Context: an optimization exercise on an open-source flow, tuned for small area, a short achievable clock period and few clock cycles per item. The choices shown serve that exercise and are no tape-out recipe. RTL that was checked went through simulation tests only; none was proved equivalent to the original. No activity file was given, so power comes from the tool's default toggle rates.

== P ==
==> flow/design.v (excerpt) <==
module ssrb_raster (
    input  wire        clk,
    input  wire        rst,         
    input  wire        sp_valid,
    output wire        sp_ready,
    input  wire [31:0] sp_data,
    output reg         done,
    input  wire [3:0]  rd_col,
    input  wire [2:0]  rd_row,
    output wire [23:0] rd_pix
);
Settings: LEC_CHECK=0, CAP_MARGIN=20, CORE_MARGIN=2, CORE_UTILIZATION=70, CTS_CLUSTER_DIAMETER=50, CTS_CLUSTER_SIZE=30, PLACE_DENSITY=0.85, SLEW_MARGIN=20, SYNTH_HIERARCHICAL=1, SYNTH_MEMORY_MAX_BITS=16384, SYNTH_MINIMUM_KEEP_SIZE=0; clock period 15.0 ns.
standard.sh (not shown) runs the stock make flow with config.mk's settings and CLKGATE_MAP_FILE= SYNTH_SCRIPT=/design/flow/synth_recipe.tcl, a recipe that flattens the netlist after the stock synthesis.
==> flow/flow/run.sh <==
#!/bin/bash
# Layout flow: the standard flow's own layout (standard.sh, all ORFS steps from the
# standard synthesis to finish) with one change: the buffers that
# buffer_ports puts on every input and output port are buf_4 cells, not the
# cell it picks by default. make's full output goes to standard.log here.
set -euo pipefail
bash standard.sh "BUFFER_PORTS_ARGS=-buffer_cell sky130_fd_sc_hd__buf_4" finish > standard.log 2>&1
Setup changes, P to Q
--- a/flow/design.v
+++ b/flow/design.v
@@ -143,15 +143,15 @@
             ge = cg[c] | (ce[c] & ge);
     end
     wire [5:0]  low = t & (~t + 6'd1);
     wire        tk  = ge && (t <= 6'd50);
     wire [5:0]  tn  = (tk ? t : (t & ~low)) | (low >> 1);
     wire [27:0] X   = {1'b1, P};
     wire [28:0] S   = {1'b0, X} + {3'b0, X[27:2]};
-    wire        nrm = S[28];
+    wire        nrm = (P >= 27'h4cccccd);    
     wire [26:0] Pn  = nrm ? S[27:1] : S[26:0];
     always @(posedge clk) begin
         if (rst) begin
             st <= S_IDLE;
             f  <= 1'b0;
         end else if (ld) begin
             st <= S_DEC;
@@ -258,24 +258,30 @@
             ring[8*W*r +: 8*W] <= {ring[8*W*r +: 8*(W-1)],
                                    (ins && row == r) ? qv : ring[8*W*r + 8*(W-1) +: 8]};
         if (rst)
             vp <= {W{1'b0}};
         else
             vp <= {vp[W-2:0], ins | vp[W-1]};
     end
-    wire [H-1:0] rh = {{(H-1){1'b0}}, 1'b1} << rd_row;
     wire [W-1:0] ph;
     wire [8*W-1:0] yp;              
     genvar gp, gb, gr;
+    wire [8*H-1:0] rhb;
+    generate
+        for (gb = 0; gb < 8; gb = gb + 1) begin : g_dec
+            ssrb_dec3 u_dec (.a(rd_row), .y(rhb[H*gb +: H]));
+        end
+    endgenerate
     generate
         for (gp = 0; gp < W; gp = gp + 1) begin : g_place
             wire [3:0] k = gp - off;
             assign ph[gp] = (rd_col == k) && vp[gp];
             for (gb = 0; gb < 8; gb = gb + 1) begin : g_bit
                 wire [H-1:0] dv;
+                wire [H-1:0] rh = rhb[H*gb +: H];
                 wire [2:0]   y;
                 for (gr = 0; gr < H; gr = gr + 1) begin : g_row
                     assign dv[gr] = ring[8*W*gr + 8*gp + gb];
                 end
                 ssrb_aoi222 u_a0 (.a1(rh[0]), .b1(dv[0]), .a2(rh[1]), .b2(dv[1]),
                                   .a3(rh[2]), .b3(dv[2]), .y(y[0]));
                 ssrb_aoi222 u_a1 (.a1(rh[3]), .b1(dv[3]), .a2(rh[4]), .b2(dv[4]),
@@ -308,14 +314,20 @@
             end
         end
     endgenerate
     wire [7:0]  rd_q = rd_lo | rd_hi;
     wire [7:0]  rd_s = ~(rd_lo | rd_hi);
     assign rd_pix = {HUE, rd_s, rd_q};
 endmodule
+module ssrb_dec3 (
+    input  wire [2:0] a,
+    output wire [7:0] y
+);
+    assign y = 8'd1 << a;
+endmodule
 module ssrb_aoi222 (
     input  wire a1, b1, a2, b2, a3, b3,
     output wire y
 );
     assign y = ~((a1 & b1) | (a2 & b2) | (a3 & b3));
 endmodule
 module ssrb_aoi22 (
### Flow results
Worst hold slack is higher on Q
Q vs P: area of the mapped netlist up
Note that the non-clock inverter count in the final layout recorded for Q amounts to 1.2 times the value seen in P.
Q vs P, fraction of power consumed by combinational cells went down by 5.9 points.
Summary of Q over P: total detailed-routing wirelength now smaller, critical path depth down 1, total power shows a reduction of 10%, post-detailed-placement half-perimeter wirelength increased by 4.3% relative to the old numbers, CTS H-tree depth neither gained nor lost much.
Compared with P, Q shows maximum number of pins on one net before global-route repair lower by 37%.
Function was not checked in any run of this note: the RTL went through the layout flow alone.

---

Another version of the RTL of ssrb_raster (not shown whole).
For scale: about 3200 cells after synthesis, about 68 I/O pins, ~0.037 mm^2 of cells after synthesis.
Settings: LEC_CHECK=0, CAP_MARGIN=20, CORE_MARGIN=2, CORE_UTILIZATION=70, CTS_CLUSTER_DIAMETER=50, CTS_CLUSTER_SIZE=30, PLACE_DENSITY=0.85, SLEW_MARGIN=20, SYNTH_HIERARCHICAL=1, SYNTH_MEMORY_MAX_BITS=16384, SYNTH_MINIMUM_KEEP_SIZE=0; clock period 15.0 ns.
Scripts as last shown in full above: flow/flow/run.sh
==> next run, changes <==
--- a/flow/design.v
+++ b/flow/design.v
@@ -256,27 +256,16 @@
     always @(posedge clk)
         if (hit)
             row <= nrow;
     reg  [8*W*H-1:0] ring;          
     reg  [W-1:0]     vp;            
     integer r;
-    genvar gi, gj;
-    wire [8*H-1:0] rin;             
-    generate
-        for (gi = 0; gi < H; gi = gi + 1) begin : g_ins
-            wire wr  = ins && (row == gi);
-            wire wrn = !wr;
-            for (gj = 0; gj < 8; gj = gj + 1) begin : g_ib
-                ssrb_ao22 u_m (.a1(wr), .b1(qv[gj]), .a2(wrn), .b2(ring[8*W*gi + 8*(W-1) + gj]),
-                               .y(rin[8*gi + gj]));
-            end
-        end
-    endgenerate
     always @(posedge clk) begin
         for (r = 0; r < H; r = r + 1)
-            ring[8*W*r +: 8*W] <= {ring[8*W*r +: 8*(W-1)], rin[8*r +: 8]};
+            ring[8*W*r +: 8*W] <= {ring[8*W*r +: 8*(W-1)],
+                                   (ins && row == r) ? qv : ring[8*W*r + 8*(W-1) +: 8]};
         if (rst)
             vp <= {W{1'b0}};
         else
             vp <= {vp[W-2:0], ins | vp[W-1]};
     end
     wire [W-1:0] ph;
@@ -292,42 +281,42 @@
         for (gp = 0; gp < W; gp = gp + 1) begin : g_place
             wire [3:0] k = gp - off;
             assign ph[gp] = (rd_col == k) && vp[gp];
             for (gb = 0; gb < 8; gb = gb + 1) begin : g_bit
                 wire [H-1:0] dv;
                 wire [H-1:0] rh = rhb[H*gb +: H];
-                wire [3:0]   y;
+                wire [2:0]   y;
                 for (gr = 0; gr < H; gr = gr + 1) begin : g_row
                     assign dv[gr] = ring[8*W*gr + 8*gp + gb];
                 end
                 ssrb_aoi222 u_a0 (.a1(rh[0]), .b1(dv[0]), .a2(rh[1]), .b2(dv[1]),
                                   .a3(rh[2]), .b3(dv[2]), .y(y[0]));
                 ssrb_aoi222 u_a1 (.a1(rh[3]), .b1(dv[3]), .a2(rh[4]), .b2(dv[4]),
                                   .a3(rh[5]), .b3(dv[5]), .y(y[1]));
-                ssrb_nand2  u_a2 (.a(rh[6]), .b(dv[6]), .y(y[2]));
-                ssrb_nand2  u_a3 (.a(rh[7]), .b(dv[7]), .y(y[3]));
+                ssrb_aoi22  u_a2 (.a1(rh[6]), .b1(dv[6]), .a2(rh[7]), .b2(dv[7]),
+                                  .y(y[2]));
                 assign yp[8*gp + gb] = ~&y;
             end
         end
     endgenerate
     reg  [7:0]  rd_lo, rd_hi;
     generate
         for (gb = 0; gb < 8; gb = gb + 1) begin : g_out
-            wire [3:0] zl, zh;
+            wire [2:0] zl, zh;
             ssrb_aoi222 u_l0 (.a1(ph[0]),  .b1(yp[8*0 + gb]),  .a2(ph[1]),  .b2(yp[8*1 + gb]),
                               .a3(ph[2]),  .b3(yp[8*2 + gb]),  .y(zl[0]));
             ssrb_aoi222 u_l1 (.a1(ph[3]),  .b1(yp[8*3 + gb]),  .a2(ph[4]),  .b2(yp[8*4 + gb]),
                               .a3(ph[5]),  .b3(yp[8*5 + gb]),  .y(zl[1]));
-            ssrb_nand2  u_l2 (.a(ph[6]), .b(yp[8*6 + gb]), .y(zl[2]));
-            ssrb_nand2  u_l3 (.a(ph[7]), .b(yp[8*7 + gb]), .y(zl[3]));
+            ssrb_aoi22  u_l2 (.a1(ph[6]),  .b1(yp[8*6 + gb]),  .a2(ph[7]),  .b2(yp[8*7 + gb]),
+                              .y(zl[2]));
             ssrb_aoi222 u_h0 (.a1(ph[8]),  .b1(yp[8*8 + gb]),  .a2(ph[9]),  .b2(yp[8*9 + gb]),
                               .a3(ph[10]), .b3(yp[8*10 + gb]), .y(zh[0]));
             ssrb_aoi222 u_h1 (.a1(ph[11]), .b1(yp[8*11 + gb]), .a2(ph[12]), .b2(yp[8*12 + gb]),
                               .a3(ph[13]), .b3(yp[8*13 + gb]), .y(zh[1]));
-            ssrb_nand2  u_h2 (.a(ph[14]), .b(yp[8*14 + gb]), .y(zh[2]));
-            ssrb_nand2  u_h3 (.a(ph[15]), .b(yp[8*15 + gb]), .y(zh[3]));
+            ssrb_aoi22  u_h2 (.a1(ph[14]), .b1(yp[8*14 + gb]), .a2(ph[15]), .b2(yp[8*15 + gb]),
+                              .y(zh[2]));
             always @(posedge clk) begin
                 rd_lo[gb] <= ~&zl;
                 rd_hi[gb] <= ~&zh;
             end
         end
     endgenerate
@@ -344,18 +333,12 @@
 module ssrb_aoi222 (
     input  wire a1, b1, a2, b2, a3, b3,
     output wire y
 );
     assign y = ~((a1 & b1) | (a2 & b2) | (a3 & b3));
 endmodule
-module ssrb_nand2 (
-    input  wire a, b,
-    output wire y
-);
-    assign y = ~(a & b);
-endmodule
-module ssrb_ao22 (
+module ssrb_aoi22 (
     input  wire a1, b1, a2, b2,
     output wire y
 );
-    assign y = (a1 & b1) | (a2 & b2);
+    assign y = ~((a1 & b1) | (a2 & b2));
 endmodule
Outcome:
- setup slack gets worse by 0.095 ns
- routed wire length falls slightly
- via count falls by a few percent
- fmax falls slightly
- sequential share of layout area falls by 0.84 points
- flip-flop and latch count is unchanged
- die area rises slightly
- power rises by a few percent
- combinational power rises by about a fifth
- utilization falls by 0.52 points
- clock-buffer cell count falls by 9
- worst hold slack stays flat
- cell area rises slightly
Testbench counts after the change, summed over its fixed seeds: cycles 524,560, columns 256.
No functional check of the RTL was part of the first run of this note.

-- separate check: timing with driven ports --
In the flow no input, the clock included, has a driving cell. The finished layouts below were timed again as built, in two steps. Step 1 (the two cells are an assumption about what drives the block):
set clk [get_ports {clk}]
set_driving_cell -lib_cell sky130_fd_sc_hd__clkbuf_16 $clk
set_driving_cell -lib_cell sky130_fd_sc_hd__buf_2 [delete_from_list [all_inputs] $clk]
Step 2 moves the port delays by t, midway between the first and last clock arrival at a register: inputs arrive t later, outputs are due t later. That takes back most of the time a late clock gives input paths. Three values: ideal ports, drivers, drivers and shift; two values: the first two.
| run | t, ns | setup slack, ns | worst setup path at the end | worst slew at a driven data input, ns |
|---|---|---|---|---|
| P | 0.697 | 9.551 / 9.548 / 8.852 | input to register | 0.10 |
| Q | 0.696 | 9.872 / 9.910 / 9.215 | input to register | 0.07 |
| the first run of note 2 | 0.682 | 10.151 / 10.181 / 9.498 | input to register | 0.05 |
| the second run of note 2 | 0.707 | 10.055 / 10.089 / 9.382 | input to register | 0.06 |
After both steps setup and hold are still met in every run listed. The setup slack of P, which loses most, moves by -0.003 ns with the drivers and by -0.699 ns with both steps.
